From an optimization exercise on the open Yosys and OpenROAD flow, aimed at small area; shortcuts taken in it are not production practice.
RTL that was checked went through simulation tests only; none was proved equivalent to the original.
No functional check of the RTL was part of run 1.
No activity file was given, so power comes from the tool's default toggle rates.

`flow/design.v`:
```
module rlc_decoder (
    input  wire        clk,
    input  wire        rst,           
    input  wire        arm,
    input  wire [5:0]  cfg_dw,        
    input  wire [4:0]  cfg_c,         
    input  wire [15:0] cfg_limit,     
    input  wire [6:0]  cfg_ratio,     
    output wire        idle,
    input  wire        rx_valid,
    input  wire [7:0]  rx_data,
    output wire        rx_ready,
    output wire        out_valid,
    input  wire        out_ready,
    output wire [31:0] out_data,
    output wire        out_pre,
    output wire        done,
    output wire        done_err,
    output wire [31:0] total_samples,
    output wire [31:0] delay_value
);
    localparam S_IDLE  = 3'd0;
    localparam S_MUL   = 3'd1;
    localparam S_SHIFT = 3'd2;
    localparam S_DROP  = 3'd3;
    localparam S_OUT   = 3'd4;
    localparam S_DONE  = 3'd6;
    localparam S_ERR   = 3'd7;
    reg  [2:0]  state;
    reg  [2:0]  k;           
    reg  [4:0]  c;           
    reg  [1:0]  d1;          
    reg         drop;        
    reg  [15:0] a;           
    reg  [22:0] e;           
    reg  [47:0] x;           
    reg  [31:0] total_r;
    reg  [31:0] delay_r;
    wire dw_ok  = (|cfg_dw) && (!cfg_dw[5] || (cfg_dw[4:0] == 5'd0));           
    wire c_ok   = !cfg_c[4] || (cfg_c[3:0] == 4'd0);                            
    wire r_ok   = !(cfg_ratio[6] && cfg_ratio[5] &&
                    (cfg_ratio[4] || cfg_ratio[3] || (cfg_ratio[2] && (cfg_ratio[1] || cfg_ratio[0]))));
    wire cfg_ok = dw_ok && c_ok && r_ok && (|cfg_limit);
    wire [4:0] dwm1;
    wire [5:0] dwb;
    assign dwb[0] = 1'b1;
    genvar gi;
    generate
        for (gi = 0; gi < 5; gi = gi + 1) begin : g_dw
            assign dwm1[gi]  = cfg_dw[gi] ^ dwb[gi];
            assign dwb[gi+1] = dwb[gi] & !cfg_dw[gi];
        end
    endgenerate
    wire dc1 = dwm1[0] & cfg_c[0];
    wire dc2 = (dwm1[1] & cfg_c[1]) | (dc1 & (dwm1[1] ^ cfg_c[1]));
    wire drop_in = (dwm1[2] & cfg_c[2]) | (dc2 & (dwm1[2] ^ cfg_c[2]));
    wire [2:0]  clo = c[2:0];
    wire [15:0] rr  = {rx_data, rx_data} >> clo;
    wire [7:0]  r   = rr[7:0];                           
    wire [7:0]  lm  = 8'hFF >> clo;                      
    wire [2:0]  k_start   = {c[4] | c[3], c[4] | c[3], c[3]};    
    wire        k_neg     = k[2];
    wire        is_byte   = k_neg | (!k[1] & d1[1]) | ((k[1] == d1[1]) & (!k[0] | d1[0]));
    wire        last_byte = !k_neg && (k[1:0] == d1);
    wire        last_step = (k == 3'd3);
    wire [7:0]  hm  = ~lm & {8{rx_ready}};
    wire [7:0]  m   = (r & hm) | (x[47:40] & ~hm);
    wire [15:0] th = ~(16'hFFFF >> c);                   
    wire [15:0] code   = x[15:0] & th;
    wire        last_rep = !(|code);
    wire [15:0] code_dec;                        
    wire [16:0] cb;
    assign cb[0] = 1'b1;
    generate
        for (gi = 0; gi < 16; gi = gi + 1) begin : g_cd
            assign code_dec[gi] = code[gi] ^ cb[gi];
            assign cb[gi+1]     = cb[gi] & !code[gi];
        end
    endgenerate
    wire        pre   = (|e[22:7]) || (e[6] && e[5] && (e[4] || e[3] || e[2]));    
    wire        mul   = (state == S_MUL);
    wire        mul_x = &total_r[6:0];                   
    wire        fire  = out_valid && out_ready;
    wire        s_end = fire && last_rep;                
    wire        e_sub = !mul && s_end && pre;
    wire [15:0] a_nx;
    wire [16:0] ab;
    assign ab[0] = s_end;
    generate
        for (gi = 0; gi < 16; gi = gi + 1) begin : g_a
            assign a_nx[gi]  = a[gi] ^ ab[gi];
            assign ab[gi+1]  = ab[gi] & !a[gi];
        end
    endgenerate
    wire a_one = (a[15:1] == 15'd0) && a[0];
    localparam [22:0] M100 = 23'h7FFF9C;
    wire [22:0] add_b;
    wire [22:0] add_s;
    wire [23:0] ec;
    assign ec[0] = 1'b0;
    generate
        for (gi = 0; gi < 23; gi = gi + 1) begin : g_e
            if (gi == 0)
                assign add_b[gi] = mul ? (mul_x || a[gi]) : (e_sub && M100[gi]);
            else if (gi < 16)
                assign add_b[gi] = mul ? (!mul_x && a[gi]) : (e_sub && M100[gi]);
            else
                assign add_b[gi] = e_sub;
            assign add_s[gi]   = e[gi] ^ add_b[gi] ^ ec[gi];
            assign ec[gi+1]    = (e[gi] & add_b[gi]) | (ec[gi] & (e[gi] ^ add_b[gi]));
        end
    endgenerate
    wire [31:0] t_inc;
    wire [32:0] tc;
    assign tc[0] = fire || mul;
    generate
        for (gi = 0; gi < 32; gi = gi + 1) begin : g_t
            assign t_inc[gi] = total_r[gi] ^ tc[gi];
            assign tc[gi+1]  = tc[gi] & total_r[gi];
        end
    endgenerate
    wire [31:0] tot_nx = idle ? ({32{cfg_ok}} & {25'h1FFFFFF, ~cfg_ratio}) : t_inc;
    assign idle          = (state == S_IDLE);
    assign rx_ready      = (state == S_DROP) || ((state == S_SHIFT) && is_byte);
    assign out_valid     = (state == S_OUT);
    assign out_data      = x[47:16];
    assign out_pre       = pre;
    assign done          = (state == S_DONE) || (state == S_ERR);
    assign done_err      = (state == S_ERR);
    assign total_samples = total_r;
    assign delay_value   = delay_r;
    always @(posedge clk) begin
        if (rst) begin
            state <= S_IDLE;
        end else begin
            case (state)
                S_IDLE: if (arm) state <= cfg_ok ? S_MUL : S_ERR;
                S_MUL:  if (mul_x) state <= S_SHIFT;
                S_SHIFT: begin
                    if (!is_byte || rx_valid) begin
                        if (last_byte && drop)
                            state <= S_DROP;
                        else if (last_step)
                            state <= S_OUT;
                    end
                end
                S_DROP: if (rx_valid) state <= (d1 == 2'd3) ? S_OUT : S_SHIFT;
                S_OUT: begin
                    if (out_ready && last_rep)
                        state <= a_one ? S_DONE : S_SHIFT;
                end
                default: state <= S_IDLE;
            endcase
        end
    end
    always @(posedge clk) begin
        a       <= idle ? cfg_limit : a_nx;
        e       <= idle ? {16'hFFFF, ~cfg_ratio} : add_s;
        total_r <= tot_nx;
        if ((mul && mul_x) || (fire && pre) || (idle && !cfg_ok))
            delay_r <= tot_nx;
        if (idle) begin
            c    <= cfg_c;
            d1   <= dwm1[4:3];
            drop <= drop_in;
        end
        case (state)
            S_MUL:  k <= k_start;
            S_SHIFT: begin
                if (!is_byte || rx_valid) begin
                    x <= {r & lm & {8{is_byte}}, m, x[39:8]};
                    k <= {k[2] ^ (k[1] & k[0]), k[1] ^ k[0], !k[0]};
                end
            end
            S_DROP: begin
                if (rx_valid)
                    x[47:40] <= m;
            end
            S_OUT: begin
                if (out_ready) begin
                    if (last_rep)
                        k <= k_start;
                    else
                        x[15:0] <= code_dec;
                end
            end
            default: ;
        endcase
    end
endmodule
```
`flow/flow/run.sh`:
```
#!/bin/bash
# The standard layout, with the port buffers made from the smallest buffer cell.
set -euo pipefail
export BUFFER_PORTS_ARGS="-buffer_cell sky130_fd_sc_hd__buf_1"
bash standard.sh > standard.log 2>&1
```
`flow/config.mk`:
```
export PLATFORM = sky130hd
export DESIGN_NAME = rlc_decoder
export DESIGN_NICKNAME = rlc_decoder
export VERILOG_FILES = /design/flow/design.v
export SDC_FILE = /design/flow/constraint.sdc
export NUM_CORES = 4
export LEC_CHECK = 0
export CAP_MARGIN = 20
export CORE_MARGIN = 2
export CORE_UTILIZATION = 40
export CTS_BUF_LIST = sky130_fd_sc_hd__clkbuf_8
export CTS_CLUSTER_SIZE = 40
export SLEW_MARGIN = 20
```
`flow/standard.sh`:
```
#!/bin/bash
# synth_recipe.tcl (not shown) runs the flow's synth.tcl, then flattens the netlist and writes it again
# the make line also repeats each setting of config.mk as NAME=value (left out here)
make -C /OpenROAD-flow-scripts/flow DESIGN_CONFIG=/design/flow/config.mk WORK_HOME=/design/flow/orfs CLKGATE_MAP_FILE= SYNTH_SCRIPT=/design/flow/synth_recipe.tcl "${@:-finish}"
```
`flow/constraint.sdc`:
```
create_clock -name core_clock -period 8.0 [get_ports {clk}]
set_input_delay 1.6000 -clock core_clock [delete_from_list [all_inputs] [get_ports {clk}]]
set_output_delay 1.6000 -clock core_clock [all_outputs]
set_load 0.01 [all_outputs]
```
==> results_dict.tcl, run 1 <==
set metrics [dict create \
    outcome "finished with violations" \
    violations "setup timing" \
    cts_buffers 17 \
    clock_path_buffers 2 \
    first_pass_iters 5 \
    fin_ws_ns -1.08 \
    slowest_delay_ns 0.38 \
    rsz0062_at_grt "yes" \
    vias_per_cell 4.92 \
    syn_area_per_cell_um2 11.2 \
    coreArea_mm2 0.0208 \
    first_global_vias 5896 \
    setup_violations 4 \
    period_share 1.13 \
    cellLeakagePower_uw 0.00424 \
    path_class "in2reg" \
    synth_cell_types 66 \
    power_density_mw_per_mm2 410 \
    clock.fmax_mhz 110 \
    drive_gt1_frac 0.196 \
    num_antenna_cells 0 \
    drtIter0Drc 378 \
    area_delta_synth_final_pct 19.6 \
    clk_latency_ns 0.47 \
    clkPwrFrac 0.153 \
    hold_viol 0 \
    crit_top_cell "fa_2" \
    ys_top_cells_by_area "edfxtp_1 (33%), dfxtp_1 (18%), ha_1 (10%)" \
    holdCritPathClass "reg2reg" \
    clock-skew-final_ns 0.0208 \
    synth-edff-count 91 \
    dpl.cell_count 1186 \
    ir_drop_uv 186 \
    fin_util 0.483 \
    cts_max_level 4 \
    synth_cells 752 \
    vias 6013 \
    synth_top_cell_area_share 0.325 \
    yosysTopAreaCell "edfxtp_1" \
    p_switching_uw 1730 \
    fin_nets 1071 \
    p_comb_frac 0.473 \
    grt_max_degree 71 \
    cp.required_ns 8.41 \
    post-dp-hpwl_um 14400 \
    yosys_warnings 1 \
    cts_tree "yes" \
    row_count 53 \
    route.detailed.drc 0 \
    die_w_um 149 \
    synthArstFlopShare 0 \
    wl_per_cell_um 15.8 \
    io_buffers 148 \
    tightest_slew_ns 0.740 \
    start_util 0.404 \
    gp_congestion 0.843 \
    p_int_uw 2400 \
    die_area_mm2 0.0222 \
    timing.slew.headroom 0.500 \
    end_kind "flip-flop" \
    final_cell_mix "buf_1 (147), nor2_1 (118), edfxtp_1 (91), buf_4 (78), dfxtp_1 (74)" \
    synth_ff_type "edfxtp_1" \
    die_h_um 149 \
    ys_ff_latch 165 \
    grt_pass1_wl_um 30700 \
    tns_ns -2.69 \
    nFillCells 1999 \
    syn-cell-area_mm2 0.00841 \
    power.total_uw 4130 \
    seq_area_frac_synth 0.501 \
    root_buffer "clkbuf_8" \
    critPathArrivalTime_ns 9.49 \
    seq_power_share 0.374 \
    antenna_found_initial 0 \
    path_max_fanout 2 \
    worstSetupStartpointType "input pin" \
    routed_wl_um 19300 \
    ctsHoldBuffers 0 \
    finalMaxSlewViolations 0 \
    cts_sinks 165 \
    fin_crit_ns 9.08 \
    sw_frac_of_total 0.419 \
    final_common_cell "buf_1" \
    ios 149 \
    final-instance-count-excl-fill 1221 \
    clk_pin_slew_ns 0.11 \
    slowest_stage "fa_2" \
    cap_violations 0 \
    antenna_left 0 \
    grtUsageTotal 0.179 \
    overflow 0 \
    synth_nets 890 \
]
## through the flow
stage	cell area (um2)	hold slack [ns]	worst slack (ns)
finish	10100	0.461	-1.08
global route	10100	0.479	-1.40
CTS	10000	0.460	-1.10
detailed placement	9560	0.433	-1.88
global placement	9560	0.434	-1.76
floorplan	8480	0.428	-1.49
## worst max-delay path: cells and delay by family
kind / cells / cell delay (ns)
adder cells (fa/ha/maj): 20 / 6.65
AO/OA/AOI/OAI: 2 / 0.32
multiplexers: 1 / 0.12
AND/OR/NAND/NOR: 3 / 0.38
XOR/XNOR: 1 / 0.15
buffers and inverters: 4 / 0.24
## power by group through the flow
stage / Sequential, uW / Combinational, uW / Clock, uW
after global placement: 1560 / 1920 / 0
final: 1540 / 1950 / 629
after global routing: 1590 / 2210 / 682
after detailed placement: 1560 / 1940 / 0
after floorplan: 1620 / 1210 / 0
after CTS: 1550 / 1970 / 651
## final cells by class
type	instances	area, um2	share of cell area
Multi-Input combinational cell	469	3700	0.368
Inverter	52	195	0.0194
Clock inverter	14	178	0.0177
Tap cell	275	344	0.0342
Clock buffer	18	248	0.0246
Sequential cell	165	4210	0.419
Timing Repair Buffer	228	1170	0.117
## synthesized netlist by cell type (all sizes together), types with 14 or more instances
cell type,number
nand2,36
o21ai,20
clkbuf,23
ha,70
dfxtp,74
edfxtp,91
inv,52
fa,21
a21oi,62
buf,43
nor2,119
nor4,14
## registers in the layout (all words and copies together) (netlist names)
signal,cells
d1,2
k,3
e,23
total_r,32
a,16
state,3
c,5
delay_r,32
drop,1
x,48
## worst paths after layout
| path | endpoint | cells after the start | startpoint | slack, ns |
|---|---|---|---|---|
| worst max-delay path | e[22] | 31 | out_ready | -1.08 |
| worst max register to register | e[22] | 32 | c[1] | -1.03 |
| worst min register to register | x[26] | 0 | x[34] | 0.46 |
| worst min-delay path | x[26] | 0 | x[34] | 0.46 |
## layer usage
layer / wire, um / GRT usage / up-vias
li1: - / - / 2983
met1: 8660 / 0.234 / 2852
met2: 9350 / 0.300 / 149
met3: 875 / 0.0361 / 29
met4: 397 / 0.0581 / 0
met5: 0 / 0 / -
## logic make-up (layout without fill, tap and decap cells)
family / after synthesis / after routing / share of synthesized area
xor gates and xnor gates: 6 / 6 / 0.00625
and+or+nand+nor: 214 / 214 / 0.117
AOI/OAI and AO/OA: 131 / 131 / 0.103
DFF: 165 / 165 / 0.501
adders and majority gates: 93 / 93 / 0.157
buffers and inverters: 118 / 312 / 0.0713
muxes: 25 / 25 / 0.0440
## what timing repair did
action | 4_1_cts | 5_1_grt
endpoints found under the setup margin | 5 | 7
setup buffers | 2 | 1
gates cloned | 0 | 0
pin swaps | 1 | 7
endpoints found under the hold margin | 0 | 0
resized for setup | 10 | 5
==> inputs of run 2 (changes only) <==
--- a/flow/design.v
+++ b/flow/design.v
@@ -24,6 +24,7 @@
     localparam S_SHIFT = 3'd2;
     localparam S_DROP  = 3'd3;
     localparam S_OUT   = 3'd4;
+    localparam S_MULE  = 3'd5;      
     localparam S_DONE  = 3'd6;
     localparam S_ERR   = 3'd7;
     reg  [2:0]  state;
@@ -33,6 +34,7 @@
     reg         drop;        
     reg  [15:0] a;           
     reg  [22:0] e;           
+    reg         ec12;        
     reg  [47:0] x;           
     reg  [31:0] total_r;
     reg  [31:0] delay_r;
@@ -78,7 +80,7 @@
         end
     endgenerate
     wire        pre   = (|e[22:7]) || (e[6] && e[5] && (e[4] || e[3] || e[2]));    
-    wire        mul   = (state == S_MUL);
+    wire        mul   = (state[1:0] == 2'b01);            
     wire        mul_x = &total_r[6:0];                   
     wire        fire  = out_valid && out_ready;
     wire        s_end = fire && last_rep;                
@@ -97,7 +99,7 @@
     wire [22:0] add_b;
     wire [22:0] add_s;
     wire [23:0] ec;
-    assign ec[0] = 1'b0;
+    assign ec[0]  = 1'b0;
     generate
         for (gi = 0; gi < 23; gi = gi + 1) begin : g_e
             if (gi == 0)
@@ -106,8 +108,13 @@
                 assign add_b[gi] = mul ? (!mul_x && a[gi]) : (e_sub && M100[gi]);
             else
                 assign add_b[gi] = e_sub;
-            assign add_s[gi]   = e[gi] ^ add_b[gi] ^ ec[gi];
-            assign ec[gi+1]    = (e[gi] & add_b[gi]) | (ec[gi] & (e[gi] ^ add_b[gi]));
+            if (gi == 12) begin : g_c
+                assign add_s[gi] = e[gi] ^ add_b[gi] ^ ec12;
+                assign ec[gi+1]  = (e[gi] & add_b[gi]) | (ec12 & (e[gi] ^ add_b[gi]));
+            end else begin : g_s
+                assign add_s[gi] = e[gi] ^ add_b[gi] ^ ec[gi];
+                assign ec[gi+1]  = (e[gi] & add_b[gi]) | (ec[gi] & (e[gi] ^ add_b[gi]));
+            end
         end
     endgenerate
     wire [31:0] t_inc;
@@ -119,7 +126,7 @@
             assign tc[gi+1]  = tc[gi] & total_r[gi];
         end
     endgenerate
-    wire [31:0] tot_nx = idle ? ({32{cfg_ok}} & {25'h1FFFFFF, ~cfg_ratio}) : t_inc;
+    wire [31:0] tot_nx = idle ? {25'h1FFFFFF, ~cfg_ratio} : t_inc;
     assign idle          = (state == S_IDLE);
     assign rx_ready      = (state == S_DROP) || ((state == S_SHIFT) && is_byte);
     assign out_valid     = (state == S_OUT);
@@ -134,8 +141,9 @@
             state <= S_IDLE;
         end else begin
             case (state)
-                S_IDLE: if (arm) state <= cfg_ok ? S_MUL : S_ERR;
+                S_IDLE: if (arm) state <= cfg_ok ? S_MUL : S_MULE;
                 S_MUL:  if (mul_x) state <= S_SHIFT;
+                S_MULE: if (mul_x) state <= S_ERR;
                 S_SHIFT: begin
                     if (!is_byte || rx_valid) begin
                         if (last_byte && drop)
@@ -156,8 +164,9 @@
     always @(posedge clk) begin
         a       <= idle ? cfg_limit : a_nx;
         e       <= idle ? {16'hFFFF, ~cfg_ratio} : add_s;
+        ec12    <= !idle && ec[12];
         total_r <= tot_nx;
-        if ((mul && mul_x) || (fire && pre) || (idle && !cfg_ok))
+        if ((mul && mul_x) || (fire && pre))
             delay_r <= tot_nx;
         if (idle) begin
             c    <= cfg_c;
@@ -165,7 +174,7 @@
             drop <= drop_in;
         end
         case (state)
-            S_MUL:  k <= k_start;
+            S_MUL, S_MULE: k <= k_start;
             S_SHIFT: begin
                 if (!is_byte || rx_valid) begin
                     x <= {r & lm & {8{is_byte}}, m, x[39:8]};
==> results_dict.tcl, run 2 <==
set metrics [dict create \
    gp_congestion 0.836 \
    die_w_um 148 \
    r2r_setup_slack_ns 1.00 \
    yosys-top-cells-count "edfxtp_1 (91), dfxtp_1 (75), ha_1 (70)" \
    clk_latency_ns 0.47 \
    cellLeakagePower_uw 0.00365 \
    area_delta_synth_final_pct 12.8 \
    clkPwrFrac 0.191 \
    end_kind "flip-flop" \
    nFillCells 1912 \
    overflow 0 \
    tightest_slew_ns 0.978 \
    die_area_mm2 0.0218 \
    worstSetupStartpointType "input pin" \
    power_density_mw_per_mm2 332 \
    synth-edff-count 91 \
    synth_cells 735 \
    r2r_cells 38 \
    period_share 0.938 \
    ir_drop_uv 170 \
    p_comb_frac 0.377 \
    dp_slack_ns -0.0463 \
    ctsHoldBuffers 0 \
    cp.required_ns 8.19 \
    slowest_delay_ns 0.19 \
    path_delay_family "adder cells" \
    final-instance-count-excl-fill 1138 \
    top_regs "x (48), delay_r (32), total_r (32)" \
    final_cell_area_mm2 0.00933 \
    io_buffers 148 \
    clock-skew-final_ns 0.0185 \
    num_antenna_cells 0 \
    setup_violations 0 \
    path_max_fanout 2 \
    cts_resized 0 \
    antenna_found_initial 0 \
    path_class "in2reg" \
    p_int_uw 1860 \
    fin_ws_ns 0.494 \
    rsz0062_at_grt "no" \
    cts_buffers 17 \
    seq_area_frac_synth 0.512 \
    dpl.cell_count 1105 \
    yosys_warnings 1 \
    final_common_cell "buf_1" \
    vias_per_cell 4.93 \
    ios 149 \
    critPathArrivalTime_ns 7.69 \
    fin_util 0.461 \
    grt_max_degree 98 \
    first_global_vias 5559 \
    drtIter0Drc 317 \
    grtUsageTotal 0.166 \
    multiInputGateArea_mm2 0.00345 \
    clock.fmax_mhz 133 \
    seq_power_share 0.432 \
    cts_sinks 166 \
    antenna_left 0 \
    timing.slew.headroom 0.340 \
    regArea_mm2 0.00423 \
    path_depth 36 \
    syn_area_per_cell_um2 11.3 \
    final_cell_mix "buf_1 (148), edfxtp_1 (91), dfxtp_1 (75), ha_1 (70), nand2_1 (69)" \
    die_h_um 148 \
    routed_wl_um 17600 \
    synth_cell_types 65 \
    fin_crit_ns 7.51 \
    route.detailed.drc 0 \
    root_buffer "clkbuf_8" \
    cap_violations 0 \
    clk_pin_slew_ns 0.11 \
    clock_path_buffers 2 \
    synth.most_common_cell "edfxtp_1" \
    cts_tree "yes" \
    syn-cell-area_mm2 0.00827 \
    sw_frac_of_total 0.400 \
    ys_ff_latch 166 \
    first_pass_iters 6 \
    start_util 0.409 \
    synth_nets 873 \
    postCtsSetupBuffers 0 \
    synth_ff_type "edfxtp_1" \
    holdCritPathClass "reg2reg" \
    finalMaxSlewViolations 0 \
    cts_max_level 4 \
    timing.rr.end "delay_r[31]" \
    synth_top_cell_area_share 0.330 \
    fin_nets 993 \
    row_count 52 \
    post-dp-hpwl_um 13300 \
    slowest_stage "ha_1" \
    outcome "finished clean" \
    place_area_mm2 0.00891 \
    grt_pass1_wl_um 28500 \
    crit_top_cell "ha_1" \
    wl_per_cell_um 15.4 \
    worstSetupEndpoint "delay_r[31]" \
    cp-startpoint "out_ready" \
    top_register "x" \
    yosysTopAreaCell "edfxtp_1" \
    vias 5614 \
    timing.rr.start "state[2]" \
    synthArstFlopShare 0 \
    p_switching_uw 1240 \
    hold_viol 0 \
    drive_gt1_frac 0.0829 \
    hold_ws_ns 0.457 \
    ys_top_cells_by_area "edfxtp_1 (33%), dfxtp_1 (18%), ha_1 (11%)" \
    coreArea_mm2 0.0202 \
    largest_reg_flops 48 \
    crit_buf_inv 1 \
]
-- run 2: logic make-up (layout without fill, tap and decap cells) --
logic type               after synthesis  count (layout)  share of synthesized area
AO/OA/AOI/OAI                        129             129                     0.0977
adder cells (fa/ha/maj)               91              91                      0.157
AND/OR/NAND/NOR                      199             199                      0.118
flip-flops                           166             166                      0.512
buffers and inverters                120             253                     0.0722
multiplexers                          23              23                     0.0363
XOR/XNOR                               7               7                    0.00741
-- run 2: cell type report --
cell class | instances | share of cell area
multi-input combinational | 449 | 0.370
clock inverter | 14 | 0.0154
tap | 270 | 0.0362
clock buffer | 18 | 0.0265
sequential | 166 | 0.454
timing repair buffer | 163 | 0.0737
inverter | 58 | 0.0241
-- run 2: worst min path at each step --
stage / slack, ns / start / endpoint / cells past startpoint
global placement: 0.43 / x[35] / x[27] / 0
floorplan: 0.43 / x[24] / x[16] / 0
global route: 0.47 / x[26] / x[18] / 0
finish: 0.46 / x[27] / x[19] / 0
CTS: 0.46 / x[39] / x[31] / 0
detailed placement: 0.43 / x[27] / x[19] / 0
-- run 2: worst reg2reg max path, delay by kind of cell (launching register included) --
family / cells / cell delay [ns]
xor+xnor: 1 / 0.16
fa+ha+maj: 31 / 5.59
buf+inv: 2 / 0.18
flops: 1 / 0.42
simple gates: 4 / 0.40
-- run 2: metrics by stage --
stage	setup TNS (ns)	power, uW
after floorplan	0	2220
after global placement	0	2510
after detailed placement	-0.0686	2530
after CTS	0	3130
after global routing	0	3370
final	0	3100
-- run 2: power by group through the flow --
stage               clock, uW  combinational [uW]  sequential (uW)
floorplan                   0                 918             1300
global placement            0                1150             1350
detailed placement          0                1180             1360
CTS                       610                1180             1340
global route              640                1360             1370
finish                    592                1170             1340
-- run 2: routing by layer --
metal	vias to the layer above	part of all wire	track usage	routed length, um
li1	2790	-	-	-
met1	2662	0.47	0.232	8240
met2	146	0.47	0.259	8250
met3	16	0.047	0.0355	822
met4	0	0.014	0.0548	239
met5	-	0	0	0
==> inputs of run 3 (changes only) <==
==> flow/run.sh (new file) <==
#!/bin/bash
# synth_recipe.tcl (not shown) runs the flow's synth.tcl, then flattens the netlist and writes it again
# the make line also repeats each setting of config.mk as NAME=value (left out here)
make -C /OpenROAD-flow-scripts/flow DESIGN_CONFIG=/design/flow/config.mk WORK_HOME=/design/flow/orfs CLKGATE_MAP_FILE= SYNTH_SCRIPT=/design/flow/synth_recipe.tcl finish
--- a/flow/config.mk
+++ b/flow/config.mk
@@ -8,6 +8,4 @@
 export CAP_MARGIN = 20
 export CORE_MARGIN = 2
 export CORE_UTILIZATION = 40
-export CTS_BUF_LIST = sky130_fd_sc_hd__clkbuf_8
-export CTS_CLUSTER_SIZE = 40
 export SLEW_MARGIN = 20
removed: flow/flow/run.sh
removed: flow/standard.sh
==> results_dict.tcl, run 3 <==
set metrics [dict create \
    yosys-top-cells-count "edfxtp_1 (91), dfxtp_1 (75), ha_1 (70)" \
    ios 149 \
    seq_power_share 0.389 \
    cts_tree "yes" \
    yosys_warnings 1 \
    area_delta_synth_final_pct 27.0 \
    p_switching_uw 1300 \
    top_regs "x (48), delay_r (32), total_r (32)" \
    cellLeakagePower_uw 0.00418 \
    power_density_mw_per_mm2 329 \
    final_cell_area_mm2 0.0105 \
    timing.slew.headroom 0.312 \
    die_area_mm2 0.0218 \
    p_int_uw 2150 \
    synth.most_common_cell "edfxtp_1" \
    end_kind "flip-flop" \
    cp.required_ns 8.13 \
    r2r_cells 37 \
    vias 5727 \
    timing.rr.end "delay_r[31]" \
    min_to "x[27]" \
    synthArstFlopShare 0 \
    num_antenna_cells 0 \
    synth_cell_types 65 \
    drtIter0Drc 336 \
    die_w_um 148 \
    cts_buffers 17 \
    fin_crit_ns 7.64 \
    row_count 52 \
    clk_latency_ns 0.43 \
    ctsHoldBuffers 0 \
    fin_nets 991 \
    syn-cell-area_mm2 0.00827 \
    yosysTopAreaCell "edfxtp_1" \
    sw_frac_of_total 0.376 \
    cts_sinks 166 \
    hold_depth 0 \
    worstSetupStartpointType "input pin" \
    overflow 0 \
    outcome "finished clean" \
    grtUsageTotal 0.177 \
    cap_violations 0 \
    path_max_fanout 2 \
    route.detailed.drc 0 \
    period_share 0.955 \
    clock_path_buffers 2 \
    slowest_stage "dlygate4sd2_1" \
    die_h_um 148 \
    holdCritPathClass "reg2reg" \
    ys_ff_latch 166 \
    ir_drop_uv 170 \
    dpl.cell_count 1103 \
    syn_area_per_cell_um2 11.3 \
    final-instance-count-excl-fill 1136 \
    grt_max_degree 98 \
    crit_top_cell "ha_1" \
    top_register "x" \
    critPathArrivalTime_ns 7.78 \
    coreArea_mm2 0.0202 \
    synth_ff_type "edfxtp_1" \
    first_global_vias 5865 \
    wl_per_cell_um 16.2 \
    synth_nets 873 \
    path_delay_family "adder cells" \
    crit_buf_inv 1 \
    largest_reg_flops 48 \
    root_buffer "clkbuf_16" \
    setup_violations 0 \
    p_comb_frac 0.364 \
    cts_max_level 4 \
    first_pass_iters 4 \
    clkPwrFrac 0.247 \
    tightest_slew_ns 1.02 \
    start_util 0.409 \
    synth-edff-count 91 \
    holdCritStartpoint "x[35]" \
    clock.fmax_mhz 131 \
    synth_top_cell_area_share 0.330 \
    ys_top_cells_by_area "edfxtp_1 (33%), dfxtp_1 (18%), ha_1 (11%)" \
    seq_area_frac_synth 0.512 \
    final_common_cell "clkdlybuf4s50_1" \
    timing.rr.start "state[1]" \
    post-dp-hpwl_um 13900 \
    drive_gt1_frac 0.0878 \
    vias_per_cell 5.04 \
    slowest_delay_ns 0.27 \
    io_buffers 148 \
    clock-skew-final_ns 0.0108 \
    nFillCells 1756 \
    grt_pass1_wl_um 30300 \
    routed_wl_um 18400 \
    path_class "in2reg" \
    antenna_left 0 \
    r2r_setup_slack_ns 0.91 \
    hold_viol 0 \
    antenna_found_initial 0 \
    synth_cells 735 \
    final_cell_mix "clkdlybuf4s50_1 (147), edfxtp_1 (91), dfxtp_1 (75), nand2_1 (68), ha_1 (67)" \
    clk_pin_slew_ns 0.07 \
    finalMaxSlewViolations 0 \
    gp_congestion 0.819 \
    place_area_mm2 0.00982 \
]
==> run 3: cell types whose count changed in the layout (fill, tap and decap cells not counted), moves of 2 or more <==
cell and delta:
clkbuf_8 -18, buf_4 -2, clkdlybuf4s50_1 +147, clkinv_4 -2
ha_2 +3, buf_1 -148, ha_1 -3, clkbuf_16 +17
clkinv_8 +3
==> run 3: stage by stage <==
step                utilization  total power, uW  setup WS (ns)  hold slack (ns)  setup TNS (ns)
floorplan                     -             2220          0.495            0.428               0
global placement          0.485             2570         -0.360            0.429           -1.24
detailed placement        0.485             2620         -0.467            0.433           -1.94
CTS                       0.517             3490          0.201            0.450               0
global route              0.519             3720       -0.00959            0.471        -0.00959
finish                    0.519             3450          0.358            0.448               0
==> run 3: power groups by stage <==
stage,clock (uW),sequential (uW),combinational [uW]
final,853,1340,1260
after global routing,903,1370,1440
after CTS,874,1340,1270
after detailed placement,0,1360,1260
after global placement,0,1360,1210
after floorplan,0,1300,918
==> run 3: repair_timing <==
| action | 4_1_cts | 5_1_grt |
|---|---|---|
| endpoints found under the hold margin | 0 | 0 |
| setup endpoints to repair | 1 | 2 |
| pin swaps | 0 | 1 |
| resized for setup | 1 | 5 |
| setup buffers | 0 | 0 |
==> run 3: kinds of logic (layout without fill, tap and decap cells) <==
group           after synthesis  in the layout  share of synthesized area
fa+ha+maj                    91             91                      0.157
xor+xnor                      7              7                    0.00741
simple gates                199            199                      0.118
buf+inv                     120            251                     0.0722
mux                          23             23                     0.0363
compound gates              129            129                     0.0977
flops                       166            166                      0.512
==> run 3: per-layer routing <==
metal  global-route usage  up-vias  routed length, um
met5                    0        -                  0
met4               0.0510        0                168
met3               0.0355       13                858
met2                0.290      163               9040
met1                0.239     2758               8370
li1                     -     2793                  -
==> run 3: layout make-up <==
type / count / area (um2) / area share
Clock buffer: 17 / 425 / 0.0405
Tap cell: 270 / 338 / 0.0322
Inverter: 58 / 225 / 0.0215
Timing Repair Buffer: 161 / 1600 / 0.152
Multi-Input combinational cell: 449 / 3470 / 0.331
Sequential cell: 166 / 4230 / 0.403
Clock inverter: 15 / 206 / 0.0197
==> run 3: how the worst max path moves through the flow <==
stage / start / endpoint / slack [ns] / cells past startpoint
global placement: out_ready / delay_r[31] / -0.36 / 36
CTS: out_ready / delay_r[31] / 0.20 / 36
finish: out_ready / delay_r[31] / 0.36 / 36
floorplan: out_ready / delay_r[31] / 0.49 / 35
global route: out_ready / delay_r[31] / -0.01 / 36
detailed placement: out_ready / delay_r[31] / -0.47 / 36
==> inputs of run 4 (changes only) <==
--- a/flow/design.v
+++ b/flow/design.v
@@ -37,7 +37,8 @@
     reg         ec12;        
     reg  [47:0] x;           
     reg  [31:0] total_r;
-    reg  [31:0] delay_r;
+    reg  [8:0]  dhi;         
+    reg         postf;       
     wire dw_ok  = (|cfg_dw) && (!cfg_dw[5] || (cfg_dw[4:0] == 5'd0));           
     wire c_ok   = !cfg_c[4] || (cfg_c[3:0] == 4'd0);                            
     wire r_ok   = !(cfg_ratio[6] && cfg_ratio[5] &&
@@ -79,12 +80,14 @@
             assign cb[gi+1]     = cb[gi] & !code[gi];
         end
     endgenerate
-    wire        pre   = (|e[22:7]) || (e[6] && e[5] && (e[4] || e[3] || e[2]));    
+    wire        pre   = !postf && ((|e[22:7]) || (e[6] && e[5] && (e[4] || e[3] || e[2])));    
     wire        mul   = (state[1:0] == 2'b01);            
+    wire        mul_ok = (state == S_MUL);
     wire        mul_x = &total_r[6:0];                   
     wire        fire  = out_valid && out_ready;
     wire        s_end = fire && last_rep;                
     wire        e_sub = !mul && s_end && pre;
+    wire        cap   = fire && !pre && !postf;           
     wire [15:0] a_nx;
     wire [16:0] ab;
     assign ab[0] = s_end;
@@ -103,9 +106,9 @@
     generate
         for (gi = 0; gi < 23; gi = gi + 1) begin : g_e
             if (gi == 0)
-                assign add_b[gi] = mul ? (mul_x || a[gi]) : (e_sub && M100[gi]);
+                assign add_b[gi] = mul ? (mul_ok && (mul_x || a[gi])) : (e_sub && M100[gi]);
             else if (gi < 16)
-                assign add_b[gi] = mul ? (!mul_x && a[gi]) : (e_sub && M100[gi]);
+                assign add_b[gi] = mul ? (mul_ok && !mul_x && a[gi]) : (e_sub && M100[gi]);
             else
                 assign add_b[gi] = e_sub;
             if (gi == 12) begin : g_c
@@ -135,7 +138,7 @@
     assign done          = (state == S_DONE) || (state == S_ERR);
     assign done_err      = (state == S_ERR);
     assign total_samples = total_r;
-    assign delay_value   = delay_r;
+    assign delay_value   = {dhi, e};
     always @(posedge clk) begin
         if (rst) begin
             state <= S_IDLE;
@@ -163,11 +166,13 @@
     end
     always @(posedge clk) begin
         a       <= idle ? cfg_limit : a_nx;
-        e       <= idle ? {16'hFFFF, ~cfg_ratio} : add_s;
+        e       <= idle ? {{16{cfg_ok}}, ~cfg_ratio & {7{cfg_ok}}} :
+                   cap  ? total_r[22:0] : add_s;
         ec12    <= !idle && ec[12];
         total_r <= tot_nx;
-        if ((mul && mul_x) || (fire && pre))
-            delay_r <= tot_nx;
+        if (idle || cap)
+            dhi <= idle ? 9'd0 : total_r[31:23];
+        postf   <= !idle && (postf || cap);
         if (idle) begin
             c    <= cfg_c;
             d1   <= dwm1[4:3];
==> flow/flow/run.sh (new file) <==
#!/bin/bash
# The standard layout, with the port buffers made from the smallest buffer
# cell and a clock tree of clkbuf_8 without dummy loads.
set -euo pipefail
export BUFFER_PORTS_ARGS="-buffer_cell sky130_fd_sc_hd__buf_1"
export CTS_ARGS="-sink_clustering_enable -repair_clock_nets -buf_list sky130_fd_sc_hd__clkbuf_8 -dont_use_dummy_load"
bash standard.sh > standard.log 2>&1
==> flow/standard.sh (new file) <==
#!/bin/bash
# synth_recipe.tcl (not shown) runs the flow's synth.tcl, then flattens the netlist and writes it again
# the make line also repeats each setting of config.mk as NAME=value (left out here)
make -C /OpenROAD-flow-scripts/flow DESIGN_CONFIG=/design/flow/config.mk WORK_HOME=/design/flow/orfs CLKGATE_MAP_FILE= SYNTH_SCRIPT=/design/flow/synth_recipe.tcl "${@:-finish}"
--- a/flow/config.mk
+++ b/flow/config.mk
@@ -7,5 +7,5 @@
 export LEC_CHECK = 0
 export CAP_MARGIN = 20
 export CORE_MARGIN = 2
-export CORE_UTILIZATION = 40
+export CORE_UTILIZATION = 60
 export SLEW_MARGIN = 20
removed: flow/run.sh
==> results_dict.tcl, run 4 <==
set metrics [dict create \
    ys_ff_latch 144 \
    holdCritPathClass "reg2reg" \
    area_delta_synth_final_pct 8.49 \
    wl_per_cell_um 16.8 \
    post-dp-hpwl_um 13600 \
    grt_pass1_wl_um 29600 \
    clock_path_buffers 2 \
    cellLeakagePower_uw 0.00342 \
    tightest_slew_ns 0.912 \
    fin_nets 1035 \
    yosys_warnings 1 \
    crit_buf_inv 1 \
    drive_gt1_frac 0.0715 \
    gp_congestion 0.893 \
    synth-edff-count 68 \
    top_register "x" \
    final_common_cell "buf_1" \
    die_w_um 119 \
    clock-skew-final_ns 0.0255 \
    clk_pin_slew_ns 0.08 \
    cts_sinks 144 \
    top_regs "x (48), total_r (32), e (23)" \
    grt.busiest_layer "met2" \
    grt_use_met2 0.454 \
    cap_violations 0 \
    io_buffers 148 \
    yosys-top-cells-count "dfxtp_1 (76), ha_1 (70), edfxtp_1 (68)" \
    cts_resized 0 \
    syn-cell-area_mm2 0.00797 \
    synth_nets 927 \
    coreArea_mm2 0.0131 \
    seq_area_frac_synth 0.447 \
    synth_top_cell_area_share 0.256 \
    num_antenna_cells 0 \
    grtUsageTotal 0.264 \
    route.detailed.drc 0 \
    hold_viol 0 \
    path_delay_family "adder cells" \
    fin_crit_ns 7.52 \
    fin_ws_ns 0.485 \
    dp_slack_ns -0.0105 \
    end_kind "flip-flop" \
    power_density_mw_per_mm2 356 \
    routed_wl_um 18000 \
    postCtsSetupBuffers 0 \
    synth_ff_type "dfxtp_1" \
    grt_max_degree 85 \
    dpl.cell_count 1054 \
    die_area_mm2 0.0142 \
    first_pass_iters 7 \
    ys_top_cells_by_area "edfxtp_1 (26%), dfxtp_1 (19%), ha_1 (11%)" \
    worstSetupStartpointType "input pin" \
    cp.required_ns 8.31 \
    start_util 0.609 \
    setup_violations 0 \
    synth_top_family_by_area "adder cells" \
    synth.most_common_cell "dfxtp_1" \
    synth_adder_area_share 0.163 \
    critPathArrivalTime_ns 7.82 \
    first_global_vias 6035 \
    ctsHoldBuffers 0 \
    ir_drop_uv 170 \
    synth_cell_types 61 \
    grt_use_met1 0.316 \
    outcome "finished clean" \
    final-instance-count-excl-fill 1071 \
    cts_buffers 17 \
    root_buffer "clkbuf_8" \
    synth_xor_area_frac 0.00659 \
    yosysTopAreaCell "edfxtp_1" \
    synth_cells 789 \
    synthArstFlopShare 0 \
    synth_compound_area_frac 0.130 \
    rsz0062_at_grt "no" \
    drtIter0Drc 499 \
    crit_top_cell "ha_1" \
    overflow 0 \
    cts_max_level 4 \
    vias_per_cell 5.68 \
    clk_latency_ns 0.44 \
    slowest_stage "ha_1" \
    timing.slew.headroom 0.390 \
    period_share 0.939 \
    row_count 42 \
    clock.fmax_mhz 133 \
    path_class "in2reg" \
    antenna_left 0 \
    syn_area_per_cell_um2 10.1 \
    slowest_delay_ns 0.22 \
    cts_tree "yes" \
    final_cell_mix "buf_1 (148), dfxtp_1 (76), ha_1 (70), edfxtp_1 (68), nand2_1 (62)" \
    vias 6085 \
    grt.met3_usage 0.0685 \
    synth_simple_gate_area_share 0.141 \
    die_h_um 119 \
    finalMaxSlewViolations 0 \
    muxShareOfSynthArea 0.0287 \
    ios 149 \
    largest_reg_flops 48 \
    antenna_found_initial 0 \
    path_max_fanout 2 \
]
run 4: layout make-up:
class	count	area [um2]
fillers	1117	4440
multi-input cells	515	3750
flip-flops and latches	144	3560
repair buffers	162	661
clock buffers	17	234
well taps	176	220
inverters	57	214
run 4: logic make-up (layout without fill, tap and decap cells):
family / count (synthesis) / in the layout
xor gates and xnor gates: 6 / 6
DFF: 144 / 144
AOI/OAI and AO/OA: 171 / 171
and+or+nand+nor: 225 / 225
buffers and inverters: 130 / 236
adders and majority gates: 91 / 91
muxes: 22 / 22
run 4: power breakdown:
part           switching, uW  total [uW]  internal (uW)
clock                    233         421            187
sequential               174        1240           1070
combinational            904        1420            511
run 4: path summary, 6_finish.rpt:
check / start / endpoint / slack [ns] / cells after the start
min: x[27] / x[19] / 0.45 / 0
max reg2reg: c[0] / e[22] / 1.03 / 27
max: out_ready / total_r[31] / 0.48 / 36
min reg2reg: x[27] / x[19] / 0.45 / 0
run 4: routing by layer:
layer  wire [um]  vias up
li1            -     2931
met1        7410     2902
met2        9030      217
met3        1090       35
met4         473        0
met5           0        -
run 4: through the flow:
step | power, uW | setup TNS [ns] | hold slack [ns] | area, um2 | utilization
final | 3080 | 0 | 0.446 | 8650 | 0.661
after global routing | 3330 | 0 | 0.456 | 8650 | 0.661
after CTS | 3090 | 0 | 0.447 | 8650 | 0.661
after detailed placement | 2670 | -0.0105 | 0.430 | 8410 | 0.643
after global placement | 2630 | 0 | 0.426 | 8410 | 0.643
after floorplan | 2280 | 0 | 0.428 | 7970 | -
run 4: worst reg2reg max path, cell delays in order (launching register included):
cell	delay [ns]
edfxtp_1	0.35
buf_4	0.21
nand2_1	0.23
nor2_1	0.08
o21ai_0	0.16
ha_1	0.21
nand3_1	0.08
a211oi_1	0.43
nand2_1	0.10
nor2_1	0.18
a21oi_1	0.09
fa_1	0.39
fa_1	0.43
fa_1	0.43
fa_1	0.42
fa_1	0.42
fa_1	0.42
fa_1	0.39
inv_1	0.08
fa_1	0.17
inv_1	0.06
fa_1	0.41
fa_1	0.42
xor2_1	0.17
nor2_1	0.11
nand2_1	0.06
mux2_1	0.30
o211ai_1	0.09
==> inputs of run 5 (changes only) <==
--- a/flow/config.mk
+++ b/flow/config.mk
@@ -7,5 +7,5 @@
 export LEC_CHECK = 0
 export CAP_MARGIN = 20
 export CORE_MARGIN = 2
-export CORE_UTILIZATION = 60
+export CORE_UTILIZATION = 75
 export SLEW_MARGIN = 20
==> results_dict.tcl, run 5 <==
set metrics [dict create \
    slowest_delay_ns 0.21 \
    cap_violations 0 \
    fin_nets 1033 \
    final-instance-count-excl-fill 1029 \
    fin_crit_ns 7.52 \
    cellLeakagePower_uw 0.00341 \
    synth_cell_types 61 \
    ctsHoldBuffers 0 \
    largest_reg_flops 48 \
    hold_depth 0 \
    cts_max_level 4 \
    synth_top_family_by_area "adder cells" \
    synth_cells 789 \
    ys_top_cells_by_area "edfxtp_1 (26%), dfxtp_1 (19%), ha_1 (11%)" \
    num_antenna_cells 0 \
    synth_xor_area_frac 0.00659 \
    setup_violations 0 \
    gp_congestion 0.933 \
    vias_per_cell 5.93 \
    cts_tree "yes" \
    hold_ws_ns 0.443 \
    fin_util 0.831 \
    crit_top_cell "ha_1" \
    muxShareOfSynthArea 0.0287 \
    clock_path_buffers 2 \
    area_delta_synth_final_pct 7.68 \
    regArea_mm2 0.00356 \
    final_cell_mix "buf_1 (148), dfxtp_1 (76), ha_1 (70), edfxtp_1 (68), nand2_1 (62)" \
    start_util 0.772 \
    first_pass_iters 5 \
    slowest_stage "ha_1" \
    syn-cell-area_mm2 0.00797 \
    grtUsageTotal 0.327 \
    synth_compound_area_frac 0.130 \
    synthArstFlopShare 0 \
    tns_ns 0 \
    syn_area_per_cell_um2 10.1 \
    period_share 0.939 \
    coreArea_mm2 0.0103 \
    ys_ff_latch 144 \
    first_global_vias 6041 \
    hold_viol 0 \
    die_w_um 107 \
    synth.most_common_cell "dfxtp_1" \
    antenna_left 0 \
    timing.slew.headroom 0.422 \
    synth_top_cell_area_share 0.256 \
    die_area_mm2 0.0115 \
    outcome "finished clean" \
    rsz0062_at_grt "no" \
    worstSetupStartpointType "input pin" \
    tightest_slew_ns 0.865 \
    clk_latency_ns 0.46 \
    r2r_cells 26 \
    nFillCells 628 \
    dpl.cell_count 1012 \
    synth_nets 927 \
    routed_wl_um 17800 \
    drtIter0Drc 395 \
    cts_sinks 144 \
    post-dp-hpwl_um 13300 \
    path_max_fanout 2 \
    top_regs "x (48), total_r (32), e (23)" \
    final_common_cell "buf_1" \
    yosys-top-cells-count "dfxtp_1 (76), ha_1 (70), edfxtp_1 (68)" \
    power_density_mw_per_mm2 360 \
    drive_gt1_frac 0.0694 \
    yosys_warnings 1 \
    r2r_setup_slack_ns 0.74 \
    row_count 37 \
    grt_pass1_wl_um 28700 \
    vias 6102 \
    ir_drop_uv 232 \
    clk_pin_slew_ns 0.07 \
    grt_max_degree 85 \
    overflow 0 \
    cts_resized 0 \
    die_h_um 107 \
    antenna_found_initial 0 \
    holdCritPathClass "reg2reg" \
    synth_ff_type "dfxtp_1" \
    postCtsSetupBuffers 0 \
    clock.fmax_mhz 133 \
    clock-skew-final_ns 0.0202 \
    root_buffer "clkbuf_8" \
    yosysTopAreaCell "edfxtp_1" \
    cp.required_ns 8.31 \
    route.detailed.drc 0 \
    finalMaxSlewViolations 0 \
    synth_simple_gate_area_share 0.141 \
    cts_buffers 17 \
    io_buffers 148 \
    wl_per_cell_um 17.3 \
    end_kind "flip-flop" \
    top_register "x" \
    critPathArrivalTime_ns 7.83 \
    synth_adder_area_share 0.163 \
    ios 149 \
    synth-edff-count 68 \
    multiInputGateArea_mm2 0.00375 \
    path_class "in2reg" \
    seq_area_frac_synth 0.447 \
]
## run 5: worst paths after layout
| path | start | endpoint |
|---|---|---|
| worst max register to register | c[0] | e[22] |
| worst max-delay path | out_ready | total_r[31] |
| worst min register to register | x[39] | x[31] |
| worst min-delay path | x[39] | x[31] |
## run 5: area by class of cell
type / count / area share
clock buffers: 17 / 0.0273
inverters: 57 / 0.0249
multi-input cells: 515 / 0.437
flip-flops and latches: 144 / 0.415
well taps: 136 / 0.0198
repair buffers: 160 / 0.0752
## run 5: stage by stage
stage               area [um2]  power (uW)  setup slack [ns]
finish                    8580        3090             0.484
global placement          8350        2590            0.0702
CTS                       8580        3080             0.469
global route              8580        3320             0.133
floorplan                 7970        2280             0.577
detailed placement        8350        2660            0.0166
## run 5: logic make-up (layout without fill, tap and decap cells)
group | after synthesis | count (layout)
buf+inv | 130 | 234
flops | 144 | 144
mux | 22 | 22
compound gates | 171 | 171
xor+xnor | 6 | 6
fa+ha+maj | 91 | 91
simple gates | 225 | 225
## run 5: per-layer routing
layer  up-vias  track usage  routed length, um
met5         -            0                  0
met1      2871        0.383               6950
met2       258        0.561               9050
li1       2927            -                  -
met4         0        0.154                588
met3        46       0.0827               1190
## run 5: worst max-delay path, delay by kind of cell
| kind | cells | cell delay [ns] |
|---|---|---|
| compound gates | 1 | 0.14 |
| simple gates | 2 | 0.12 |
| xor+xnor | 1 | 0.14 |
| buf+inv | 1 | 0.09 |
| fa+ha+maj | 31 | 5.73 |
## run 5: where the power goes
part / total (uW) / switching, uW / internal [uW]
clock network: 420 / 234 / 187
registers: 1270 / 198 / 1070
logic: 1400 / 889 / 512
total: 3090 / 1320 / 1770
==> inputs of run 6 (changes only) <==
--- a/flow/config.mk
+++ b/flow/config.mk
@@ -7,5 +7,5 @@
 export LEC_CHECK = 0
 export CAP_MARGIN = 20
 export CORE_MARGIN = 2
-export CORE_UTILIZATION = 75
+export CORE_UTILIZATION = 40
 export SLEW_MARGIN = 20
==> results_dict.tcl, run 6 <==
set metrics [dict create \
    synth_ff_type "dfxtp_1" \
    p_int_uw 1770 \
    grt_use_met1 0.249 \
    grt.busiest_layer "met2" \
    seq_power_share 0.403 \
    coreArea_mm2 0.0195 \
    path_depth 36 \
    cts_tree "yes" \
    path_class "in2reg" \
    die_w_um 145 \
    start_util 0.408 \
    tightest_slew_ns 0.879 \
    timing.slew.headroom 0.412 \
    crit_buf_inv 1 \
    timing.rr.start "c[3]" \
    clk_latency_ns 0.46 \
    r2r_setup_slack_ns 1.04 \
    rsz0062_at_grt "no" \
    worstSetupEndpoint "total_r[31]" \
    grtUsageTotal 0.187 \
    critPathArrivalTime_ns 7.81 \
    clk_pin_slew_ns 0.09 \
    synth_top_cell_area_share 0.256 \
    synth.most_common_cell "dfxtp_1" \
    postCtsSetupBuffers 0 \
    grt.met3_usage 0.0384 \
    first_global_vias 5908 \
    wl_per_cell_um 16.9 \
    yosysTopAreaCell "edfxtp_1" \
    path_max_fanout 2 \
    die_h_um 145 \
    syn-cell-area_mm2 0.00797 \
    ys_ff_latch 144 \
    cellLeakagePower_uw 0.00342 \
    cts_buffers 17 \
    end_kind "flip-flop" \
    cp-startpoint "out_ready" \
    holdCritPathClass "reg2reg" \
    seq_area_frac_synth 0.447 \
    ys_top_cells_by_area "edfxtp_1 (26%), dfxtp_1 (19%), ha_1 (11%)" \
    cp.required_ns 8.30 \
    grt_use_met2 0.309 \
    path_delay_family "adder cells" \
    grt_max_degree 85 \
    first_pass_iters 6 \
    drtIter0Drc 393 \
    crit_top_cell "ha_1" \
    slowest_stage "ha_1" \
    cts_max_level 4 \
    setup_violations 0 \
    dp_slack_ns 0.0206 \
    post-dp-hpwl_um 14800 \
    gp_congestion 0.815 \
    slowest_delay_ns 0.22 \
    vias_per_cell 5.19 \
    cap_violations 0 \
    antenna_found_initial 0 \
    fin_crit_ns 7.51 \
    cts_resized 0 \
    drive_gt1_frac 0.0715 \
    final_common_cell "buf_1" \
    clock_path_buffers 2 \
    synthArstFlopShare 0 \
    synth_cells 789 \
    clkPwrFrac 0.138 \
    sw_frac_of_total 0.431 \
    top_regs "x (48), total_r (32), e (23)" \
    overflow 0 \
    io_buffers 148 \
    largest_reg_flops 48 \
    area_delta_synth_final_pct 9.89 \
    synth_cell_types 61 \
    fin_ws_ns 0.486 \
    r2r_cells 26 \
    top_register "x" \
    synth_nets 927 \
    period_share 0.939 \
    clock.fmax_mhz 133 \
    route.detailed.drc 0 \
    timing.rr.end "e[22]" \
    root_buffer "clkbuf_8" \
    outcome "finished clean" \
    worstSetupStartpointType "input pin" \
    ir_drop_uv 136 \
    final_cell_mix "buf_1 (148), dfxtp_1 (76), ha_1 (70), edfxtp_1 (68), nand2_1 (62)" \
    cts_sinks 144 \
    synth-edff-count 68 \
    p_switching_uw 1340 \
    power_density_mw_per_mm2 354 \
    syn_area_per_cell_um2 10.1 \
    die_area_mm2 0.0211 \
    p_comb_frac 0.460 \
    num_antenna_cells 0 \
    tns_ns 0 \
    grt_pass1_wl_um 31400 \
    antenna_left 0 \
    fin_nets 1035 \
    clock-skew-final_ns 0.0416 \
    routed_wl_um 19600 \
    vias 6019 \
    hold_viol 0 \
    yosys_warnings 1 \
    yosys-top-cells-count "dfxtp_1 (76), ha_1 (70), edfxtp_1 (68)" \
    row_count 51 \
    ctsHoldBuffers 0 \
    finalMaxSlewViolations 0 \
    ios 149 \
]
-- run 6: power by group through the flow --
| stage | sequential (uW) | clock [uW] | combinational [uW] |
|---|---|---|---|
| finish | 1250 | 427 | 1430 |
| global route | 1280 | 469 | 1620 |
| CTS | 1250 | 439 | 1440 |
| detailed placement | 1270 | 0 | 1430 |
| global placement | 1270 | 0 | 1410 |
| floorplan | 1240 | 0 | 1040 |
-- run 6: area by class of cell --
type                            count  area, um2
Clock buffer                       17        234
Fill cell                        1966      10800
Inverter                           57        214
Multi-Input combinational cell    515       3750
Sequential cell                   144       3560
Tap cell                          265        332
Timing Repair Buffer              162        661
-- run 6: how the worst min path moves through the flow --
stage	cells after the start	startpoint	slack [ns]	endpoint
floorplan	0	x[24]	0.43	x[16]
global placement	0	x[25]	0.43	x[17]
detailed placement	0	x[31]	0.44	x[23]
CTS	0	x[29]	0.44	x[21]
global route	0	x[35]	0.45	x[27]
finish	0	x[29]	0.44	x[21]
-- run 6: worst register-to-register path, stage by stage (launching register included) --
cell	delay, ns
edfxtp_1	0.55
nand2_1	0.18
nor2_1	0.06
o21ai_0	0.16
ha_1	0.22
nand3_1	0.08
a211oi_1	0.49
nand2_1	0.12
nor2_1	0.16
a21oi_1	0.07
fa_1	0.39
fa_1	0.42
fa_1	0.43
fa_1	0.43
fa_1	0.43
fa_1	0.44
fa_1	0.42
inv_1	0.09
fa_1	0.17
inv_1	0.05
fa_1	0.41
fa_1	0.41
xor2_1	0.17
nor2_1	0.09
nand2_1	0.06
mux2_1	0.31
o211ai_1	0.09
-- run 6: logic make-up (layout without fill, tap and decap cells) --
family,after synthesis,after routing,synth area share
AO/OA/AOI/OAI,171,171,0.130
XOR/XNOR,6,6,0.00660
adder cells (fa/ha/maj),91,91,0.163
buffers and inverters,130,236,0.0834
flip-flops,144,144,0.447
multiplexers,22,22,0.0287
AND/OR/NAND/NOR,225,225,0.141
-- run 6: per-layer routing --
layer | wire length [um] | share of wire
met1 | 8820 | 0.45
met2 | 9630 | 0.49
met3 | 913 | 0.047
met5 | 0 | 0
met4 | 255 | 0.013
-- run 6: per-stage QoR --
stage / utilization / std cells / power [uW] / hold WS [ns] / instance area (um2)
4_1_cts: 0.448 / 1160 / 3130 / 0.440 / 8760
6_report: 0.448 / 1160 / 3100 / 0.436 / 8760
3_3_place_gp: 0.436 / 1143 / 2680 / 0.426 / 8520
2_1_floorplan: - / 789 / 2280 / 0.428 / 7970
5_1_grt: 0.448 / 1160 / 3370 / 0.449 / 8760
3_5_place_dp: 0.436 / 1143 / 2700 / 0.436 / 8520
==> inputs of run 7 (changes only) <==
--- a/flow/design.v
+++ b/flow/design.v
@@ -68,7 +68,7 @@
     wire        last_step = (k == 3'd3);
     wire [7:0]  hm  = ~lm & {8{rx_ready}};
     wire [7:0]  m   = (r & hm) | (x[47:40] & ~hm);
-    wire [15:0] th = ~(16'hFFFF >> c);                   
+    wire [15:0] th = {{8{c[4] | c[3]}} | ~lm, {8{c[4]}} | ({8{c[3]}} & ~lm)};
     wire [15:0] code   = x[15:0] & th;
     wire        last_rep = !(|code);
     wire [15:0] code_dec;                        
--- a/flow/config.mk
+++ b/flow/config.mk
@@ -7,5 +7,5 @@
 export LEC_CHECK = 0
 export CAP_MARGIN = 20
 export CORE_MARGIN = 2
-export CORE_UTILIZATION = 40
+export CORE_UTILIZATION = 75
 export SLEW_MARGIN = 20
==> results_dict.tcl, run 7 <==
set metrics [dict create \
    outcome "finished clean" \
    tightest_slew_ns 0.809 \
    crit_top_cell "ha_1" \
    cts_sinks 144 \
    yosysTopAreaCell "edfxtp_1" \
    hold_viol 0 \
    first_pass_iters 5 \
    worstSetupStartpointType "input pin" \
    routed_wl_um 18400 \
    first_global_vias 6014 \
    vias 6186 \
    grt_max_degree 84 \
    root_buffer "clkbuf_8" \
    fin_util 0.831 \
    final_cell_mix "buf_1 (148), dfxtp_1 (76), nor2_1 (73), ha_1 (70), edfxtp_1 (68)" \
    largest_reg_flops 48 \
    synth_cells 764 \
    synth_cell_types 67 \
    cp.required_ns 8.31 \
    grt_pass1_wl_um 28800 \
    synth_top_cell_area_share 0.260 \
    antenna_left 0 \
    synth-edff-count 68 \
    top_register "x" \
    path_max_fanout 2 \
    dp_slack_ns -0.0225 \
    gp_congestion 0.911 \
    seq_area_frac_synth 0.454 \
    rsz0062_at_grt "no" \
    ys_ff_latch 144 \
    post-dp-hpwl_um 13700 \
    yosys-top-cells-count "dfxtp_1 (76), nor2_1 (74), ha_1 (70)" \
    ctsHoldBuffers 0 \
    syn-cell-area_mm2 0.00785 \
    critPathArrivalTime_ns 7.89 \
    nFillCells 631 \
    place_area_mm2 0.00827 \
    drtIter0Drc 565 \
    overflow 0 \
    final_common_cell "buf_1" \
    seq_power_share 0.431 \
    cts_buffers 17 \
    synth_ff_type "dfxtp_1" \
    clk_pin_slew_ns 0.07 \
    slowest_delay_ns 0.22 \
    postCtsSetupBuffers 0 \
    p_switching_uw 1230 \
    io_buffers 148 \
    grtUsageTotal 0.331 \
    ys_top_cells_by_area "edfxtp_1 (26%), dfxtp_1 (19%), ha_1 (11%)" \
    holdCritPathClass "reg2reg" \
    row_count 37 \
    fin_nets 1010 \
    power_density_mw_per_mm2 348 \
    synth_nets 902 \
    clock.fmax_mhz 132 \
    die_h_um 106 \
    hold_ws_ns 0.453 \
    clkPwrFrac 0.142 \
    period_share 0.947 \
    timing.slew.headroom 0.461 \
    route.detailed.drc 0 \
    vias_per_cell 6.15 \
    path_delay_family "adder cells" \
    fin_crit_ns 7.58 \
    coreArea_mm2 0.0102 \
    slowest_stage "ha_1" \
    path_class "in2reg" \
    p_comb_frac 0.427 \
    clock-skew-final_ns 0.0236 \
    dpl.cell_count 989 \
    cts_tree "yes" \
    sw_frac_of_total 0.416 \
    cts_max_level 4 \
    final-instance-count-excl-fill 1006 \
    p_int_uw 1730 \
    end_kind "flip-flop" \
    clk_latency_ns 0.46 \
    cellLeakagePower_uw 0.00333 \
    synthArstFlopShare 0 \
    top_regs "x (48), total_r (32), e (23)" \
    ios 149 \
    antenna_found_initial 0 \
    final_cell_area_mm2 0.00851 \
    area_delta_synth_final_pct 8.33 \
    die_area_mm2 0.0113 \
    cap_violations 0 \
    die_w_um 106 \
    setup_violations 0 \
    clock_path_buffers 2 \
    wl_per_cell_um 18.3 \
    fin_ws_ns 0.421 \
    num_antenna_cells 0 \
    ir_drop_uv 284 \
    finalMaxSlewViolations 0 \
    cts_resized 0 \
    drive_gt1_frac 0.0575 \
    start_util 0.767 \
    syn_area_per_cell_um2 10.3 \
    crit_buf_inv 1 \
    synth.most_common_cell "dfxtp_1" \
    yosys_warnings 1 \
]
[run 7: cell count changes after synthesis, moves of 5 or more]
cell	previous run	this run
nand2_1	62	41
o21ai_1	30	12
nor2_1	61	74
a21oi_1	56	67
a31o_2	9	1
o21ai_0	38	30
mux2i_1	15	20
o22ai_1	4	9
[run 7: stage by stage]
step	total power, uW	TNS, ns
global placement	2440	0
floorplan	2160	0
detailed placement	2530	-0.0310
CTS	2950	0
finish	2960	0
global route	3160	0
[run 7: path summary, 6_finish.rpt]
check / startpoint / cells after the start / slack [ns] / to
setup / recovery: out_ready / 36 / 0.42 / total_r[31]
hold / removal: x[32] / 0 / 0.45 / x[24]
setup reg to reg: state[1] / 36 / 0.77 / total_r[31]
hold reg to reg: x[32] / 0 / 0.45 / x[24]
[run 7: power groups by stage]
| stage | clock [uW] | sequential [uW] | combinational, uW |
|---|---|---|---|
| global route | 448 | 1300 | 1410 |
| detailed placement | 0 | 1280 | 1250 |
| floorplan | 0 | 1230 | 928 |
| CTS | 423 | 1270 | 1260 |
| global placement | 0 | 1270 | 1170 |
| finish | 420 | 1280 | 1260 |
[run 7: area by class of cell]
cell class              count  area, um2  share of cell area
inverters                  57        214              0.0252
flip-flops and latches    144       3560               0.419
repair buffers            161        653              0.0768
clock buffers              17        234              0.0275
well taps                 136        170              0.0200
multi-input cells         491       3670               0.432
[run 7: cells by family after synthesis]
kind of cell,synth area share
buf+inv,0.0797
flops,0.454
simple gates,0.131
compound gates,0.124
fa+ha+maj,0.165
mux,0.0398
xor+xnor,0.00669
[run 7: per-layer routing]
| layer | share of wire | GRT usage | vias to the layer above |
|---|---|---|---|
| li1 | - | - | 2868 |
| met1 | 0.39 | 0.412 | 3005 |
| met2 | 0.51 | 0.567 | 277 |
| met3 | 0.078 | 0.0748 | 36 |
| met4 | 0.019 | 0.120 | 0 |
| met5 | 0 | 0 | - |
==> inputs of run 8 (changes only) <==
==> flow/flow/run.sh (replaced) <==
#!/bin/bash
# The standard layout, with the port buffers made from the smallest buffer
# cell and a clock tree of clkbuf_4 without dummy loads.
set -euo pipefail
export BUFFER_PORTS_ARGS="-buffer_cell sky130_fd_sc_hd__buf_1"
export CTS_ARGS="-sink_clustering_enable -repair_clock_nets -buf_list sky130_fd_sc_hd__clkbuf_4 -dont_use_dummy_load"
bash standard.sh > standard.log 2>&1
==> results_dict.tcl, run 8 <==
set metrics [dict create \
    outcome "finished clean" \
    crit_top_cell "ha_1" \
    ctsHoldBuffers 0 \
    start_util 0.767 \
    yosys-top-cells-count "dfxtp_1 (76), nor2_1 (74), ha_1 (70)" \
    period_share 0.936 \
    grt_pass1_wl_um 28700 \
    seq_area_frac_synth 0.454 \
    grt_max_degree 84 \
    drtIter0Drc 641 \
    post-dp-hpwl_um 13700 \
    cts_tree "yes" \
    clock-skew-final_ns 0.0441 \
    final_cell_mix "buf_1 (148), dfxtp_1 (76), nor2_1 (73), ha_1 (70), edfxtp_1 (68)" \
    root_buffer "clkbuf_4" \
    io_buffers 148 \
    cts_max_level 4 \
    finalMaxSlewViolations 0 \
    syn-cell-area_mm2 0.00785 \
    ys_top_cells_by_area "edfxtp_1 (26%), dfxtp_1 (19%), ha_1 (11%)" \
    final-instance-count-excl-fill 1006 \
    yosys_warnings 1 \
    cellLeakagePower_uw 0.00328 \
    postCtsSetupBuffers 0 \
    ios 149 \
    r2r_cells 36 \
    synth_top_cell_area_share 0.260 \
    drive_gt1_frac 0.0575 \
    first_global_vias 5914 \
    hold_ws_ns 0.457 \
    final_common_cell "buf_1" \
    yosysTopAreaCell "edfxtp_1" \
    route.detailed.drc 0 \
    clk_pin_slew_ns 0.11 \
    ir_drop_uv 285 \
    synth-edff-count 68 \
    path_max_fanout 2 \
    timing.rr.start "state[1]" \
    end_kind "flip-flop" \
    rsz0062_at_grt "no" \
    power_density_mw_per_mm2 340 \
    setup_violations 0 \
    syn_area_per_cell_um2 10.3 \
    timing.rr.end "total_r[31]" \
    worstSetupStartpointType "input pin" \
    cts_resized 0 \
    vias_per_cell 6.11 \
    antenna_left 0 \
    r2r_setup_slack_ns 0.79 \
    fin_nets 1010 \
    clock_path_buffers 2 \
    routed_wl_um 18200 \
    coreArea_mm2 0.0102 \
    synth_nets 902 \
    first_pass_iters 6 \
    nFillCells 654 \
    wl_per_cell_um 18.1 \
    top_regs "x (48), total_r (32), e (23)" \
    slowest_stage "ha_1" \
    holdCritStartpoint "x[29]" \
    tightest_slew_ns 0.785 \
    min_to "x[21]" \
    vias 6148 \
    slowest_delay_ns 0.22 \
    area_delta_synth_final_pct 6.98 \
    cts_sinks 144 \
    fin_crit_ns 7.49 \
    cts_buffers 17 \
    synth_cells 764 \
    ys_ff_latch 144 \
    hold_viol 0 \
    clock.fmax_mhz 134 \
    largest_reg_flops 48 \
    hold_depth 0 \
    antenna_found_initial 0 \
    row_count 37 \
    synth_ff_type "dfxtp_1" \
    synth_cell_types 67 \
    critPathArrivalTime_ns 7.91 \
    top_register "x" \
    die_area_mm2 0.0113 \
    timing.slew.headroom 0.477 \
    holdCritPathClass "reg2reg" \
    num_antenna_cells 0 \
    synthArstFlopShare 0 \
    die_w_um 106 \
    path_class "in2reg" \
    synth.most_common_cell "dfxtp_1" \
    cp.required_ns 8.43 \
    overflow 0 \
    gp_congestion 0.911 \
    die_h_um 106 \
    power.total_uw 2850 \
    cap_violations 0 \
    grtUsageTotal 0.329 \
    dpl.cell_count 989 \
    clk_latency_ns 0.56 \
]
run 8: power breakdown:
part	internal [uW]	switching (uW)	total, uW
combinational	478	786	1260
clock	96.8	219	316
sequential	1060	212	1280
total	1640	1220	2850
run 8: area by class of cell:
cell class / instances / area, um2 / area share
tap: 136 / 170 / 0.0203
inverter: 57 / 214 / 0.0255
sequential: 144 / 3560 / 0.424
multi-input combinational: 491 / 3670 / 0.437
clock buffer: 17 / 128 / 0.0152
timing repair buffer: 161 / 653 / 0.0778
run 8: worst max path at each step:
| stage | startpoint | endpoint | slack [ns] |
|---|---|---|---|
| after global routing | out_ready | total_r[31] | 0.27 |
| after floorplan | out_ready | total_r[31] | 0.57 |
| final | out_ready | total_r[31] | 0.51 |
| after detailed placement | out_ready | total_r[31] | -0.02 |
| after CTS | out_ready | total_r[31] | 0.55 |
| after global placement | out_ready | total_r[31] | 0.17 |
run 8: worst max-delay path: cells and delay by family:
| family | cells | cell delay (ns) |
|---|---|---|
| adders and majority gates | 31 | 5.84 |
| and+or+nand+nor | 3 | 0.22 |
| xor gates and xnor gates | 1 | 0.16 |
| buffers and inverters | 1 | 0.08 |
run 8: metal layers:
metal,track usage,share of wire,vias to the layer above
li1,-,-,2869
met1,0.418,0.40,2937
met2,0.561,0.51,296
met3,0.0779,0.073,46
met4,0.102,0.021,0
met5,0,0,-
run 8: cell families (layout without fill, tap and decap cells):
logic type | count (synthesis) | count (layout) | synth area share
fa+ha+maj | 91 | 91 | 0.165
flops | 144 | 144 | 0.454
mux | 26 | 26 | 0.0398
xor+xnor | 6 | 6 | 0.00669
buf+inv | 129 | 235 | 0.0797
compound gates | 162 | 162 | 0.124
simple gates | 206 | 206 | 0.131
run 8: through the flow:
stage / setup WS [ns] / util / area [um2] / setup TNS [ns]
global placement: 0.174 / 0.808 / 8270 / 0
floorplan: 0.573 / - / 7850 / 0
CTS: 0.554 / 0.821 / 8400 / 0
finish: 0.513 / 0.821 / 8400 / 0
detailed placement: -0.0225 / 0.808 / 8270 / -0.0310
global route: 0.273 / 0.821 / 8400 / 0

re-timing with driven ports:
Ports are ideal in the flow. The routed layouts listed here were re-timed in OpenROAD. Step 1 assumes that a clkbuf_16 drives the clock port and a buf_2 every other input. Step 2 also shifts input and output timing later by t, the mid clock arrival at the registers, as if the neighbouring blocks saw the same clock. Three values: no drivers, after step 1, after step 2; two values: the first two.
| run | shift t [ns] | setup slack, ns | hold slack, ns | worst register clock-pin slew, ns |
|---|---|---|---|---|
| run 1 | 0.499 | -1.076 / -1.088 / -1.588 | 0.461 / 0.461 / 0.461 | 0.11 / 0.11 |
| run 2 | 0.502 | 0.494 / 0.507 / 0.005 | 0.457 / 0.457 / 0.457 | 0.11 / 0.11 |
| run 3 | 0.475 | 0.358 / 0.383 / -0.092 | 0.448 / 0.448 / 0.448 | 0.08 / 0.08 |
| run 4 | 0.468 | 0.485 / 0.492 / 0.024 | 0.446 / 0.446 / 0.446 | 0.08 / 0.08 |
| run 5 | 0.488 | 0.484 / 0.499 / 0.011 | 0.443 / 0.443 / 0.443 | 0.08 / 0.08 |
| run 6 | 0.475 | 0.486 / 0.479 / 0.004 | 0.436 / 0.436 / 0.436 | 0.10 / 0.10 |
| run 7 | 0.484 | 0.421 / 0.437 / -0.047 | 0.453 / 0.453 / 0.453 | 0.08 / 0.08 |
| run 8 | 0.576 | 0.513 / 0.525 / -0.051 | 0.457 / 0.457 / 0.457 | 0.12 / 0.12 |
Met with ideal ports but missed after step 2: setup timing in run 3, run 7 and run 8. The setup slack of run 8, which loses most, moves by +0.012 ns with the drivers and by -0.564 ns with both steps.
